Source: an optimization exercise on an open RTL-to-GDS flow (aim: small area, a short achievable clock period and few clock cycles). Production flows keep margins and buffers that such runs may drop. In this exercise RTL edits were held to simulation tests only and were not proved equivalent to the original.

==> design/flow/design.v <==
module rlwe_coef_alu (
    input  wire        clk,
    input  wire        rst_n,
    input  wire        in_valid,
    output wire        in_ready,
    input  wire [2:0]  in_op,
    input  wire [31:0] in_a,
    input  wire [31:0] in_b,
    input  wire [31:0] in_c,
    input  wire [31:0] in_q,
    output reg         out_valid,
    output reg  [31:0] out_data
);
    localparam OP_MOV   = 3'd0;
    localparam OP_ADD   = 3'd1;
    localparam OP_NEG   = 3'd2;
    localparam OP_MAC   = 3'd3;
    localparam OP_REDQ  = 3'd4;
    localparam OP_REDQS = 3'd5;
    localparam OP_SUB   = 3'd6;
    localparam OP_MSUB  = 3'd7;
    localparam S_IDLE   = 2'd0;
    localparam S_LOAD   = 2'd1;
    localparam S_REDUCE = 2'd2;
    localparam S_DONE   = 2'd3;
    reg [1:0]  state;
    reg [2:0]  op;
    reg [31:0] a, b, c, q;
    reg        neg;       
    reg [63:0] mag;       
    reg [32:0] rem;       
    reg [6:0]  count;     
    assign in_ready = (state == S_IDLE);
    wire [63:0] prod = a * b;
    reg         val_neg;
    reg  [63:0] val_mag;
    always @(*) begin
        val_neg = 1'b0;
        val_mag = 64'd0;
        case (op)
            OP_MOV:   val_mag = {32'd0, a};
            OP_ADD:   val_mag = {32'd0, a} + {32'd0, b};
            OP_NEG:   begin val_neg = 1'b1; val_mag = {32'd0, a}; end
            OP_MAC:   val_mag = prod + {32'd0, c};
            OP_REDQ:  val_mag = {32'd0, a};
            OP_REDQS: begin
                val_neg = a[31];
                val_mag = a[31] ? {32'd0, (~a) + 32'd1} : {32'd0, a};
            end
            OP_SUB:   begin
                val_neg = (a < b);
                val_mag = (a < b) ? {32'd0, b - a} : {32'd0, a - b};
            end
            OP_MSUB:  begin
                val_neg = (prod > {32'd0, c});
                val_mag = (prod > {32'd0, c}) ? prod - {32'd0, c} : {32'd0, c} - prod;
            end
            default:  val_mag = 64'd0;
        endcase
    end
    wire [32:0] shifted = {rem[31:0], mag[63]};
    wire [32:0] reduced = (shifted >= {1'b0, q}) ? shifted - {1'b0, q} : shifted;
    wire [31:0] residue = rem[31:0];
    wire [31:0] signed_residue = (neg && residue != 32'd0) ? q - residue : residue;
    always @(posedge clk) begin
        if (!rst_n) begin
            state     <= S_IDLE;
            out_valid <= 1'b0;
            out_data  <= 32'd0;
        end else begin
            out_valid <= 1'b0;
            case (state)
                S_IDLE: begin
                    if (in_valid) begin
                        op    <= in_op;
                        a     <= in_a;
                        b     <= in_b;
                        c     <= in_c;
                        q     <= in_q;
                        state <= S_LOAD;
                    end
                end
                S_LOAD: begin
                    neg   <= val_neg;
                    mag   <= val_mag;
                    rem   <= 33'd0;
                    count <= 7'd64;
                    state <= S_REDUCE;
                end
                S_REDUCE: begin
                    rem   <= reduced;
                    mag   <= {mag[62:0], 1'b0};
                    count <= count - 7'd1;
                    if (count == 7'd1)
                        state <= S_DONE;
                end
                S_DONE: begin
                    out_valid <= 1'b1;
                    out_data  <= (op == OP_MOV) ? a : signed_residue;
                    state     <= S_IDLE;
                end
            endcase
        end
    end
endmodule
==> design/flow/run.sh <==
#!/bin/bash
# synth_recipe.tcl (not shown) runs the flow's synth.tcl, then flattens the netlist and writes it again
# the make line also repeats each setting of config.mk as NAME=value (left out here)
make -C /OpenROAD-flow-scripts/flow DESIGN_CONFIG=/design/flow/config.mk WORK_HOME=/design/flow/orfs CLKGATE_MAP_FILE= SYNTH_SCRIPT=/design/flow/synth_recipe.tcl finish
==> design/flow/config.mk <==
export PLATFORM = sky130hd
export DESIGN_NAME = rlwe_coef_alu
export DESIGN_NICKNAME = rlwe_coef_alu
export VERILOG_FILES = /design/flow/design.v
export SDC_FILE = /design/flow/constraint.sdc
export NUM_CORES = 4
export LEC_CHECK = 0
export CAP_MARGIN = 20
export CORE_MARGIN = 2
export CORE_UTILIZATION = 40
export SLEW_MARGIN = 20
==> design/flow/constraint.sdc <==
create_clock -name core_clock -period 12.0 [get_ports {clk}]
set_input_delay 2.4000 -clock core_clock [delete_from_list [all_inputs] [get_ports {clk}]]
set_output_delay 2.4000 -clock core_clock [all_outputs]
set_load 0.01 [all_outputs]
==> out/metrics.yaml <==
crit_top_cell: "fa_1"
clock-sinks: 270
cts_buffers: 40
synth-edff-count: 235
finalNonFillerCells: 9206
grt-ovfl-total: 0
die_h_um: 389.4
crit_path_end_kind: "flop"
path_class: "reg -> reg"
synth_nets: 8660
tightest_slew_ns: 1.113
via_per_inst: 5.846
cp.depth: 35
placed_cells: 9122
synth_flop_cell: "edfxtp_1"
seqCellArea_um2: 7757
synth_seq_cells: 270
synth_cell_types: 112
ant_nets: 0
max_freq_mhz: 86.46
r2r_end: "mag[14]$_DFFE_PP_"
whs_ns: 0.4819
cts_tree: "done"
rows: 141
cp_slowest_stage_delay_ns: 0.59
antenna_found_initial: 9
maxSlewViolCount: 0
ys_async_sr_fraction: 0
critPathSlowestCell: "fa_1"
syn_avg_cell_area_um2: 8.372
holdBufCountCts: 0
pin_count: 168
crit_family: "adder cells"
hp-class: "reg -> reg"
rsz0062_at_grt: "no"
die_area_um2: 151600
first_global_vias: 54240
portBuffers: 167
synth_warnings: 1
die_w_um: 389.4
grt_use_total: 0.3253
first_pass_iters: 6
vias: 53820
hold_viol_final: 0
place_congestion: 1.036
crit_buf_inv: 7
cts.clk_slew.worst_paths_ns: 0.06
layout_setup_ws_ns: 0.4336
wl_mm: 247.9
initial_core_util: 0.4024
cts_root_buf: "clkbuf_16"
reg2reg_from: "a[15]$_DFFE_PP_"
clock_latency_ns: 0.65
required_ns: 12.34
finalCritPeriodShare: 0.9639
drv_cap: 0
final_layout_size_suffix_gt1_frac: 0.06656
htree_levels: 2
preCtsSetupSlack_ns: 0.2299
status: "complete, no violations"
r2r_cells: 35
design_area_um2: 65880
setup_viol: 0
synth_area_um2: 59410
fin_util: 0.4461
ys_seq_area_frac: 0.1306
skew_ns: 0.05396
final_cell_mix: "inv_1 (1205), fa_1 (904), nor2_1 (820)"
fp.coreArea_um2: 147700
start_kind: "flop"
critPathCapture: "mag[14]$_DFFE_PP_"
drtIter0Drc: 5583
setup_tns_ns: 0
cp.arrival_ns: 11.91
drc: 0
period_needed_ns: 11.57
setup.worst_path.start: "a[15]$_DFFE_PP_"
final_common_cell: "inv_1"
cts_buffer_depth: 3
grt_max_degree: 64
rrSetupSlack_ns: 0.43
synth.top_cell.area_share: 0.3046
slew-limit-headroom: 0.2483
multi_input_area_um2: 45630
synth_area_leaders: "fa_1 (30%), edfxtp_1 (12%), ha_1 (11%), inv_1 (7.6%), nor2_1 (5.2%)"
syn_inst: 7097
dp_hpwl_mm: 200.9
wl_per_cell_um: 26.93
nets: 8805
area.growth.synth_to_final_pct: 10.88
placed_area_um2: 64440
yosysTopAreaCell: "fa_1"
nFillCells: 14570
worstPathMaxFanout: 25
grt_pass1_wl_mm: 365.6
[cells by family after synthesis]
| group | share of synthesized area |
|---|---|
| buffers and inverters | 0.1028 |
| xor gates and xnor gates | 0.02477 |
| and+or+nand+nor | 0.1588 |
| DFF | 0.1306 |
| adders and majority gates | 0.4152 |
| muxes | 0.01076 |
| AOI/OAI and AO/OA | 0.1571 |
[how the worst min path moves through the flow]
stage	startpoint	endpoint	slack, ns	cells after the start
after floorplan	mag[0]$_SDFFCE_PP0P_	mag[1]$_DFFE_PP_	0.49	2
after global placement	out_data[7]$_SDFFE_PN0P_	out_data[7]$_SDFFE_PN0P_	0.47	1
after detailed placement	out_data[7]$_SDFFE_PN0P_	out_data[7]$_SDFFE_PN0P_	0.47	1
after CTS	out_data[3]$_SDFFE_PN0P_	out_data[3]$_SDFFE_PN0P_	0.48	2
after global routing	out_data[0]$_SDFFE_PN0P_	out_data[0]$_SDFFE_PN0P_	0.50	1
final	out_data[16]$_SDFFE_PN0P_	out_data[16]$_SDFFE_PN0P_	0.48	2
[flip-flops by register name, summed over array words and instances (netlist names)]
signal     flops
neg            1
c             32
state          2
mag           64
out_data      32
rem           32
out_valid      1
b             32
count          7
a             32
op             3
q             32
[cell usage after synthesis, drive strengths merged (50+ instances only)]
| cell | instances |
|---|---|
| a211oi | 51 |
| a21o | 90 |
| ha | 525 |
| o211ai | 71 |
| nor3 | 99 |
| mux2i | 50 |
| o21ai | 260 |
| edfxtp | 235 |
| o21bai | 65 |
| fa | 904 |
| buf | 90 |
| nand2 | 811 |
| a21oi | 403 |
| nand3 | 67 |
| xnor2 | 120 |
| inv | 1210 |
| nand2b | 52 |
| clkbuf | 293 |
| nor2 | 824 |
[final cells by class]
cell class | count | area share
Multi-Input combinational cell | 5218 | 0.6926
Sequential cell | 270 | 0.1178
Inverter | 1226 | 0.06997
Timing Repair Buffer | 486 | 0.06262
Tap cell | 1930 | 0.03666
Clock buffer | 49 | 0.01635
Clock inverter | 23 | 0.003893
Antenna cell | 4 | 0.0001519
[metal layers]
layer	vias up	global-route usage	wire, um
met2	2732	0.5002	107600
met3	523	0.06968	24800
met4	12	0.1433	13410
met1	27090	0.4404	102000
met5	-	0	89
li1	23460	-	-
[worst reg2reg max path: cells and delay by family (launching register included)]
kind                     cells  cell delay (ns)
multiplexers                 1             0.16
buffers and inverters        7             1.43
flip-flops                   1             0.46
XOR/XNOR                     1             0.17
AND/OR/NAND/NOR              6             1.42
adder cells (fa/ha/maj)     11             5.49
AO/OA/AOI/OAI                9             2.18
[repair_timing]
action	in CTS	in global routing
gates resized for setup	0	5
endpoints found under the setup margin	0	53
hold endpoints to repair	0	0
buffers inserted	0	7
Testbench counts, summed over its fixed seeds: cycles 160,808.

static timing again, ports no longer ideal:
The flow's constraints put no driver on any port. The routed layout listed below was extracted and timed again, unchanged, in two steps. Step 1 sets driving cells, clkbuf_16 on the clock port and buf_2 on the other inputs (assumed; they add their load-dependent delay and slew). Step 2 times the ports against the registers' clock, not the clock port: input delays grow and output delays shrink by t, the midpoint of the rising clock arrivals with the driver on. Three values: ideal, step 1, step 2; two values: the first two.
t, ns: 0.714
setup slack, ns: 0.434 / 0.434 / 0.434
hold slack, ns: 0.482 / 0.482 / 0.482
clock arrival spread, ns: 0.054 / 0.054
slew at the worst register clock pin (ns): 0.07 / 0.07
After both steps this run still meets setup and hold. For this run, drivers alone change the setup slack by 0.000 ns; drivers and shift together by 0.000 ns.
